This is an optimization exercise on Yosys and OpenROAD, whose aim is small area, a short achievable clock period and few clock cycles, not a production implementation. Where RTL was checked, it was by simulation tests only, not by an equivalence proof against the original. Power is estimated from default activity; no workload was simulated.

== the reference run ==
==> flow/design.v <==
module pae_a_decoder (
    input  wire       clk,
    input  wire       rst,
    input  wire       start,
    output wire       busy,
    output wire       done,
    output reg  [3:0] err,
    output reg  [3:0] width,
    output reg        order,
    output reg  [1:0] mode,
    input  wire       in_valid,
    input  wire [7:0] in_data,
    input  wire       in_last,
    output wire       in_ready,
    output wire       out_valid,
    output wire [7:0] out_data,
    input  wire       out_ready
);
    localparam [3:0] E_NONE       = 4'd0,
                     E_INV_SIZE   = 4'd6,
                     E_NON_SQUARE = 4'd7,
                     E_RUN_OVF    = 4'd8,
                     E_DATA_OVF   = 4'd9,
                     E_TRUNC      = 4'd10;
    localparam [3:0] P_IDLE = 4'd0,
                     P_HDR  = 4'd1,    
                     P_OT   = 4'd2,    
                     P_DATA = 4'd3,    
                     P_PRE  = 4'd4,    
                     P_OFF  = 4'd5,    
                     P_CHK  = 4'd6,    
                     P_MODE = 4'd7,    
                     P_T1   = 4'd8,    
                     P_END  = 4'd9,    
                     P_FIX  = 4'd10;   
    reg        busy_r, done_r;
    reg [3:0]  ps;
    reg [9:0]  win;          
    reg [3:0]  rp;           
    reg        wlast;        
    wire        b1 = win[9];             
    wire        b0 = win[8];             
    wire        have2 = (rp >= 4'd2);
    wire        have1 = (rp != 4'd0);
    assign in_ready = busy_r && !wlast &&
                      ((ps == P_HDR) ||
                       ((rp <= 4'd2) && (ps != P_END)));
    wire       ld = in_ready && in_valid;
    reg        plane;
    reg [12:0] pm;           
    reg [3:0]  k;            
    reg [12:0] rv;           
    reg        big;          
    reg        off;          
    wire [7:0]  wsq   = width * width;
    wire [12:0] npl1  = {wsq, 5'd1};
    wire        rovf  = big || (rv > pm);
    wire        rfull = (rv == pm);
    reg [12:0] rz;           
    reg [1:0]  cnt;          
    reg [5:0]  pk;           
    reg [7:0]  obuf;
    reg        ofull;
    localparam QD = 4;       
    reg [2*QD-1:0] fq;       
    reg [3:0]  fc;
    wire [1:0] fq0 = fq[1:0];
    wire       can_push = !ofull || out_ready;
    wire [2:0] room     = 3'd4 - {1'b0, cnt};
    wire       rz_nz    = (rz[12:1] != 12'd0);
    wire       rz_last  = (rz <= {10'd0, room} + 13'd1);
    wire       pop      = can_push && !rz_nz && (fc != 4'd0);
    wire       efree    = (!rz_nz && (fc == 4'd0)) ||
                          (can_push && rz_nz && rz_last && (fc == 4'd0)) ||
                          (can_push && !rz_nz && (fc == 4'd1));
    reg        push;         
    reg        hand;         
    reg [1:0]  cons;         
    always @(*) begin
        push = 1'b0;
        hand = 1'b0;
        cons = 2'd0;
        case (ps)
        P_OT, P_MODE, P_PRE, P_OFF: if (have2) cons = 2'd2;
        P_DATA: if (have2 && ({b1, b0} == 2'd0 || fc != QD)) begin
                    cons = 2'd2;
                    push = ({b1, b0} != 2'd0);
                end
        P_T1:   if (have1) cons = 2'd1;
        P_CHK:  hand = !rovf && efree;
        default: ;
        endcase
    end
    reg [2*QD-1:0] fq_n;
    wire [3:0] widx = fc - {3'd0, pop};
    integer i;
    always @(*) begin
        fq_n = pop ? {2'b00, fq[2*QD-1:2]} : fq;
        if (push)
            for (i = 0; i < QD; i = i + 1)
                if (widx == i) fq_n[2*i +: 2] = {b1, b0};
    end
    wire hdr_take = (ps == P_HDR) && (rp[3]);
    wire [9:0] wsh = (cons == 2'd2) ? {win[7:0], 2'b00} :
                     (cons == 2'd1) ? {win[8:0], 1'b0} : win;
    wire        pm_ld  = (ps == P_OT) || (ps == P_T1) || ((ps == P_MODE) && !b1);
    wire [12:0] pm_sum = pm - rv;
    wire        pm_upd = ((ps == P_DATA) && push && !off) || hand || (ps == P_FIX);
    wire [12:0] pm_n   = pm_ld ? npl1 : pm_upd ? pm_sum : pm;
    wire [3:0] rp_c = hdr_take ? rp - 4'd8 : rp - {2'd0, cons};
    always @(posedge clk) begin
        if (rst) begin
            busy_r <= 1'b0;
            done_r <= 1'b0;
            ps     <= P_IDLE;
            ofull  <= 1'b0;
            err    <= E_NONE;
            rz     <= 13'd0;
            fc     <= 3'd0;
            cnt    <= 2'd0;
            pk     <= 6'd0;
        end else begin
            done_r <= 1'b0;
            if (ld) begin
                case (rp_c[1:0])
                2'd0:    win <= {in_data, 2'b00};
                2'd1:    win <= {wsh[9], in_data, 1'b0};
                default: win <= {wsh[9:8], in_data};
                endcase
                wlast <= in_last;
            end else begin
                win <= wsh;
            end
            rp <= rp_c + (ld ? 4'd8 : 4'd0);
            pm <= pm_n;
            case (ps)
            P_HDR: if (hdr_take) begin
                width <= win[9:6];
                if (win[9:6] != win[5:2]) begin
                    err <= E_NON_SQUARE;
                    ps  <= P_END;
                end else if (win[9:6] == 4'd0) begin
                    err <= E_INV_SIZE;
                    ps  <= P_END;
                end else begin
                    ps  <= P_OT;
                end
            end
            P_OT: if (have2) begin
                order <= b1;
                plane <= 1'b0;
                off   <= 1'b0;
                rv    <= 13'd1;
                k     <= 4'd0;
                ps    <= b0 ? P_DATA : P_PRE;
            end else if (wlast) begin
                err <= E_TRUNC;
                ps  <= P_END;
            end
            P_DATA: if (have2) begin
                if ({b1, b0} == 2'd0) begin
                    k   <= 4'd0;
                    rv  <= 13'h1fff;
                    ps  <= off ? P_FIX : P_PRE;
                end else if (push) begin
                    off <= 1'b0;
                    if (off ? (pm == 13'd1) : (pm == 13'd2))
                        ps <= plane ? P_END : P_MODE;
                end
            end else if (wlast) begin
                err <= E_TRUNC;
                ps  <= P_END;
            end
            P_PRE: if (have2) begin
                big <= (k >= 4'd6);
                if (b1 && b0) begin
                    if (k == 4'd7) begin
                        err <= E_RUN_OVF;
                        ps  <= P_END;
                    end else begin
                        k <= k + 4'd1;
                    end
                end else if (b1) begin
                    rv <= 13'd1;
                    k  <= k + 4'd1;
                    ps <= P_OFF;
                end else begin
                    rv <= {11'd1, b0};
                    ps <= (k == 4'd0) ? P_CHK : P_OFF;
                end
            end else if (wlast) begin
                err <= E_TRUNC;
                ps  <= P_END;
            end
            P_OFF: if (have2) begin
                rv <= {rv[10:0], b1, b0};
                k  <= k - 4'd1;
                if (k == 4'd1)
                    ps <= P_CHK;
            end else if (wlast) begin
                err <= E_TRUNC;
                ps  <= P_END;
            end
            P_CHK: begin
                if (rovf) begin
                    err <= E_DATA_OVF;
                    ps  <= P_END;
                end else if (hand) begin
                    off <= 1'b1;
                    rv  <= 13'd1;
                    if (rfull)
                        ps <= plane ? P_END : P_MODE;
                    else
                        ps <= P_DATA;
                end
            end
            P_MODE: if (have2) begin
                if (b1) begin
                    mode <= {1'b0, b0} + 2'd1;
                    ps   <= P_T1;
                end else begin
                    mode  <= 2'd0;
                    plane <= 1'b1;
                    off   <= 1'b0;
                    rv    <= 13'd1;
                    k     <= 4'd0;
                    ps    <= b0 ? P_DATA : P_PRE;
                end
            end else if (wlast) begin
                err <= E_TRUNC;
                ps  <= P_END;
            end
            P_T1: if (have1) begin
                plane <= 1'b1;
                off   <= 1'b0;
                rv    <= 13'd1;
                k     <= 4'd0;
                ps    <= b1 ? P_DATA : P_PRE;
            end else if (wlast) begin
                err <= E_TRUNC;
                ps  <= P_END;
            end
            P_FIX: begin
                off <= 1'b0;
                ps  <= P_PRE;
            end
            P_END: begin
                if (!rz_nz && fc == 4'd0 && can_push && busy_r && !done_r) begin
                    done_r <= 1'b1;
                    busy_r <= 1'b0;
                    ps     <= P_IDLE;
                end
            end
            default: ;
            endcase
            if (can_push) begin
                if (rz_nz) begin
                    if (rz_last) begin
                        rz  <= 13'd0;
                        cnt <= cnt + rz[1:0] - 2'd1;
                    end else begin
                        rz  <= rz - {10'd0, room};
                        cnt <= 2'd0;
                    end
                    if (!rz_last || rz[2:0] == room + 3'd1) begin
                        obuf  <= {pk, 2'b00};
                        ofull <= 1'b1;
                        pk    <= 6'd0;
                    end else if (ofull) begin
                        ofull <= 1'b0;
                    end
                end else if (fc != 4'd0) begin
                    cnt <= cnt + 2'd1;
                    case (cnt)
                    2'd0: pk[5:4] <= fq0;
                    2'd1: pk[3:2] <= fq0;
                    2'd2: pk[1:0] <= fq0;
                    default: ;
                    endcase
                    if (cnt == 2'd3) begin
                        obuf  <= {pk, fq0};
                        ofull <= 1'b1;
                        pk    <= 6'd0;
                    end else if (ofull) begin
                        ofull <= 1'b0;
                    end
                end else if (ofull) begin
                    ofull <= 1'b0;
                end
            end
            fq <= fq_n;
            fc <= fc + {3'd0, push} - {3'd0, pop};
            if (hand)
                rz <= rv;
            if (start && !busy_r) begin
                busy_r <= 1'b1;
                ps     <= P_HDR;
                rp     <= 4'd0;
                wlast  <= 1'b0;
                rz     <= 13'd0;
                fc     <= 3'd0;
                cnt    <= 2'd0;
                pk     <= 6'd0;
                err    <= E_NONE;
                mode   <= 2'd0;
            end
        end
    end
    assign busy      = busy_r;
    assign done      = done_r;
    assign out_valid = ofull;
    assign out_data  = obuf;
endmodule
export LEC_CHECK = 0
export CAP_MARGIN = 20
export CORE_MARGIN = 2
export CORE_UTILIZATION = 40
export PLACE_DENSITY = 0.6
export SETUP_SLACK_MARGIN = 4.5
export SLEW_MARGIN = 20
create_clock -name core_clock -period 8.0 [get_ports {clk}]
run.sh (not shown) runs the stock make flow with config.mk's settings and CLKGATE_MAP_FILE= SYNTH_SCRIPT=/design/flow/synth_recipe.tcl, a recipe that flattens the netlist after the stock synthesis.
The reference run finished end to end and its layout was clean on timing, DRC and antenna.
### the reference run -> the trial run
--- a/flow/design.v
+++ b/flow/design.v
@@ -66,11 +66,12 @@
     reg [3:0]  fc;
     wire [1:0] fq0 = fq[1:0];
     wire       can_push = !ofull || out_ready;
     wire [2:0] room     = 3'd4 - {1'b0, cnt};
     wire       rz_nz    = (rz[12:1] != 12'd0);
-    wire       rz_last  = (rz <= {10'd0, room} + 13'd1);
+    wire       rz_last  = (rz <= {9'd0, room} + 13'd4);
+    wire       rz_cmpl  = (rz > {10'd0, room});
     wire       pop      = can_push && !rz_nz && (fc != 4'd0);
     wire       efree    = (!rz_nz && (fc == 4'd0)) ||
                           (can_push && rz_nz && rz_last && (fc == 4'd0)) ||
                           (can_push && !rz_nz && (fc == 4'd1));
     reg        push;         
@@ -260,11 +261,11 @@
                         cnt <= cnt + rz[1:0] - 2'd1;
                     end else begin
                         rz  <= rz - {10'd0, room};
                         cnt <= 2'd0;
                     end
-                    if (!rz_last || rz[2:0] == room + 3'd1) begin
+                    if (rz_cmpl) begin
                         obuf  <= {pk, 2'b00};
                         ofull <= 1'b1;
                         pk    <= 6'd0;
                     end else if (ofull) begin
                         ofull <= 1'b0;
--- outcome ---
The trial run gives less largest fanout of any net on the critical path than the reference run did. Status: die area parity (the reference run, the trial run). Summary of the trial run over the reference run: mean routed wirelength per cell decreased about 0.8%, worst path buffer plus inverter count increased 1, total vias in the final route decreased 105, final clock period utilization by the worst path essentially unchanged. Core utilization of the finished layout: the trial run < the reference run. The trial run against the reference run: count of clock-buffer cells in the layout lower; static power due to leakage higher; clock network fraction of design power higher; worst setup slack roughly the same.
No run of this note included a check of the RTL's function; only the layout flow was run.

---

Another version of the RTL of pae_a_decoder (not shown whole).
For scale: about 630 cells after synthesis, about 5800 um2 of cells after synthesis.
clock: 8.0 ns
lec_check: 0
cap_margin: 20
core_margin: 2
core_utilization: 40
cts_buf_list: sky130_fd_sc_hd__clkbuf_8
place_density: 0.6
setup_slack_margin: 4.75
slew_margin: 20
standard.sh (not shown) runs the stock make flow with config.mk's settings and CLKGATE_MAP_FILE= SYNTH_SCRIPT=/design/flow/synth_recipe.tcl, a recipe that flattens the netlist after the stock synthesis.
==> flow/flow/run.sh <==
#!/bin/bash
# Layout flow: the standard synthesis (the standard.sh synth), then the
# combinational gates between the flip-flops re-mapped for area by ABC
# (flow/resyn.ys; the flip-flops are untouched), then the rest of the
# standard ORFS flow (standard.sh) on that netlist, with the port buffers
# made of sky130_fd_sc_hd__buf_1 instead of the default cell. Each tool's
# output goes to its own log here: synth.log, resyn.log, layout.log (and
# ORFS's step logs under orfs/logs).
set -euo pipefail
WORK=$(pwd)
export BUFFER_PORTS_ARGS="-buffer_cell sky130_fd_sc_hd__buf_1"
R=$WORK/orfs/results/${FLOW_PLATFORM}/pae_a_decoder/base
LIB=$FLOW_HOME/platforms/${FLOW_PLATFORM}/lib/sky130_fd_sc_hd__tt_025C_1v80.lib

bash standard.sh synth > synth.log 2>&1

cp "$R/1_2_yosys.v" "$WORK/std_netlist.v"
sed -e "s#{LIB}#$LIB#g" -e "s#{STD}#$WORK/std_netlist.v#g" -e "s#{TOP}#$FLOW_TOP#g" \
    -e "s#{ABC}#$WORK/flow/resyn.abc#g" -e "s#{STAT}#$WORK/resyn_stat.txt#g" \
    -e "s#{OUT}#$WORK/resyn_netlist.v#g" flow/resyn.ys > resyn_run.ys
YOSYS=$(command -v yosys || echo "$FLOW_HOME/../tools/install/yosys/bin/yosys")
"$YOSYS" -s resyn_run.ys > resyn.log 2>&1

# same flip-flops, by instance name, as the standard synthesis
ffs() { grep -oE 'sky130_fd_sc_hd__(e?dfxtp|dfrtp|dfstp|sdfxtp)_[0-9]+ +[^ ]+' "$1" | sort; }
if ! cmp -s <(ffs "$WORK/std_netlist.v") <(ffs "$WORK/resyn_netlist.v"); then
    echo "resynthesis changed the flip-flops; keeping the standard netlist" >> resyn.log
else
    cp "$WORK/resyn_netlist.v" "$R/1_2_yosys.v"
    rm -f "$R/1_synth.odb" "$R/1_synth.sdc"
fi

bash standard.sh > layout.log 2>&1
Other scripts of this flow, unchanged in this note and not shown: flow/flow/resyn.abc, flow/flow/resyn.ys
Testbench counts at the start, summed over its fixed seeds: cycles 74,266.
Change:
--- a/flow/design.v
+++ b/flow/design.v
@@ -33,61 +33,52 @@
                      P_T1   = 4'd8,    
                      P_END  = 4'd9,    
                      P_FIX  = 4'd10;   
     reg        busy_r, done_r;
     reg [3:0]  ps;
     reg [9:0]  win;          
     reg [3:0]  rp;           
     reg        wlast;        
     wire        b1 = win[9];             
     wire        b0 = win[8];             
     wire        have2 = (rp >= 4'd2);
     wire        have1 = (rp != 4'd0);
-    reg        in_rdy;       
-    assign in_ready = in_rdy;
-    wire       ld = in_rdy && in_valid;
+    assign in_ready = busy_r && !wlast &&
+                      ((ps == P_HDR) ||
+                       ((rp <= 4'd2) && (ps != P_END)));
+    wire       ld = in_ready && in_valid;
     reg        plane;
     reg [12:0] pm;           
     reg [3:0]  k;            
     reg [12:0] rv;           
     reg        big;          
     reg        off;          
     wire [7:0]  wsq   = width * width;
     wire [12:0] npl1  = {wsq, 5'd1};
     wire        rovf  = big || (rv > pm);
     wire        rfull = (rv == pm);
     reg [12:0] rz;           
     reg [1:0]  cnt;          
     reg [7:0]  ob;           
     reg        ofull;        
     localparam QD = 4;       
     reg [2*QD-1:0] fq;       
     reg [3:0]  fc;
     wire [1:0] fq0 = fq[1:0];
     wire       can_push = !ofull || out_ready;
     wire [7:0] ob_base  = ofull ? 8'd0 : ob;
     wire [2:0] room     = 3'd4 - {1'b0, cnt};
     wire       rz_nz    = (rz[12:1] != 12'd0);
-    wire       rz_hi0   = (rz[12:4] == 9'd0);
-    reg        rz_lo_le, rz_lo_gt;
-    always @(*) begin
-        case (cnt)
-        2'd0:    begin rz_lo_le = (rz[3:0] <= 4'd8); rz_lo_gt = (rz[3:0] > 4'd4); end
-        2'd1:    begin rz_lo_le = (rz[3:0] <= 4'd7); rz_lo_gt = (rz[3:0] > 4'd3); end
-        2'd2:    begin rz_lo_le = (rz[3:0] <= 4'd6); rz_lo_gt = (rz[3:0] > 4'd2); end
-        default: begin rz_lo_le = (rz[3:0] <= 4'd5); rz_lo_gt = (rz[3:0] > 4'd1); end
-        endcase
-    end
-    wire       rz_last  = rz_hi0 && rz_lo_le;
-    wire       rz_cmpl  = !rz_hi0 || rz_lo_gt;
+    wire       rz_last  = (rz <= {9'd0, room} + 13'd4);
+    wire       rz_cmpl  = (rz > {10'd0, room});
     wire       pop      = can_push && !rz_nz && (fc != 4'd0);
     wire       efree    = (!rz_nz && (fc == 4'd0)) ||
                           (can_push && rz_nz && rz_last && (fc == 4'd0)) ||
                           (can_push && !rz_nz && (fc == 4'd1));
     reg        push;         
     reg        hand;         
     reg [1:0]  cons;         
     always @(*) begin
         push = 1'b0;
         hand = 1'b0;
         cons = 2'd0;
         case (ps)
@@ -113,46 +104,44 @@
     wire hdr_take = (ps == P_HDR) && (rp[3]);
     wire [9:0] wsh = (cons == 2'd2) ? {win[7:0], 2'b00} :
                      (cons == 2'd1) ? {win[8:0], 1'b0} : win;
     wire        pm_ld  = (ps == P_OT) || (ps == P_T1) || ((ps == P_MODE) && !b1);
     wire [12:0] pm_sum = pm - rv;
     wire        pm_upd = ((ps == P_DATA) && push && !off) || hand || (ps == P_FIX);
     wire [12:0] pm_n   = pm_ld ? npl1 : pm_upd ? pm_sum : pm;
     wire [3:0] rp_c = hdr_take ? rp - 4'd8 : rp - {2'd0, cons};
     always @(posedge clk) begin
         if (rst) begin
             busy_r <= 1'b0;
             done_r <= 1'b0;
-            in_rdy <= 1'b0;
             ps     <= P_IDLE;
             ofull  <= 1'b0;
             err    <= E_NONE;
             rz     <= 13'd0;
             fc     <= 3'd0;
             cnt    <= 2'd0;
             ob     <= 8'd0;
         end else begin
             done_r <= 1'b0;
             if (ld) begin
                 case (rp_c[1:0])
                 2'd0:    win <= {in_data, 2'b00};
                 2'd1:    win <= {wsh[9], in_data, 1'b0};
                 default: win <= {wsh[9:8], in_data};
                 endcase
                 wlast <= in_last;
             end else begin
                 win <= wsh;
             end
             rp <= rp_c + (ld ? 4'd8 : 4'd0);
-            in_rdy <= in_rdy ? !ld : (busy_r && !wlast && (rp_c <= 4'd2));
             pm <= pm_n;
             case (ps)
             P_HDR: if (hdr_take) begin
                 width <= win[9:6];
                 if (win[9:6] != win[5:2]) begin
                     err <= E_NON_SQUARE;
                     ps  <= P_END;
                 end else if (win[9:6] == 4'd0) begin
                     err <= E_INV_SIZE;
                     ps  <= P_END;
                 end else begin
                     ps  <= P_OT;
@@ -251,25 +240,24 @@
             end else if (wlast) begin
                 err <= E_TRUNC;
                 ps  <= P_END;
             end
             P_FIX: begin
                 off <= 1'b0;
                 ps  <= P_PRE;
             end
             P_END: begin
                 if (!rz_nz && fc == 4'd0 && can_push && busy_r && !done_r) begin
                     done_r <= 1'b1;
                     busy_r <= 1'b0;
-                    in_rdy <= 1'b0;
                     ps     <= P_IDLE;
                 end
             end
             default: ;
             endcase
             if (can_push) begin
                 if (rz_nz) begin
                     if (rz_last) begin
                         rz  <= 13'd0;
                         cnt <= cnt + rz[1:0] - 2'd1;
                     end else begin
                         rz  <= rz - {10'd0, room};
@@ -283,25 +271,24 @@
                     ofull <= (cnt == 2'd3);
                 end else begin
                     ob    <= ob_base;
                     ofull <= 1'b0;
                 end
             end
             fq <= fq_n;
             fc <= fc + {3'd0, push} - {3'd0, pop};
             if (hand)
                 rz <= rv;
             if (start && !busy_r) begin
                 busy_r <= 1'b1;
-                in_rdy <= 1'b1;
                 ps     <= P_HDR;
                 rp     <= 4'd0;
                 wlast  <= 1'b0;
                 rz     <= 13'd0;
                 fc     <= 3'd0;
                 cnt    <= 2'd0;
                 ob     <= 8'd0;
                 err    <= E_NONE;
                 mode   <= 2'd0;
             end
         end
     end
Effect: Clock-buffer cell count is unchanged. Routed wire length increases by 0.36%. Clock skew stays flat. Power rose by 29%. Via count is higher by 1.0%. Setup slack got worse by 9.3 ps. Utilization fell by 0.25 points.
Testbench counts after the change, summed over its fixed seeds: cycles 74,138.

==> static timing again, ports no longer ideal <==
The flow's constraints put no driver on any port. The routed layouts listed below were extracted and timed again, unchanged, in two steps.
Step 1 assumes that a clkbuf_16 drives the clock port and a buf_2 every other input.
Step 2 times the ports against the registers' clock, not the clock port: input delays grow and output delays shrink by t, the midpoint of the rising clock arrivals with the driver on.
Slacks: no drivers / after step 1 / after step 2; pairs: no drivers / after step 1.
| run | shift t [ns] | setup WS [ns] | worst setup path at the end |
|---|---|---|---|
| the reference run | 0.403 | 4.569 / 4.524 / 4.336 | input to register |
| the trial run | 0.408 | 4.571 / 4.559 / 4.180 | input to register |
| the first run of note 2 | 0.417 | 4.737 / 4.730 / 4.313 | input to register |
| the second run of note 2 | 0.420 | 4.727 / 4.690 / 4.337 | input to register |
After both steps every run listed still meets setup and hold. For the first run of note 2, which loses most, drivers alone change the setup slack by -0.007 ns; drivers and shift together by -0.424 ns.
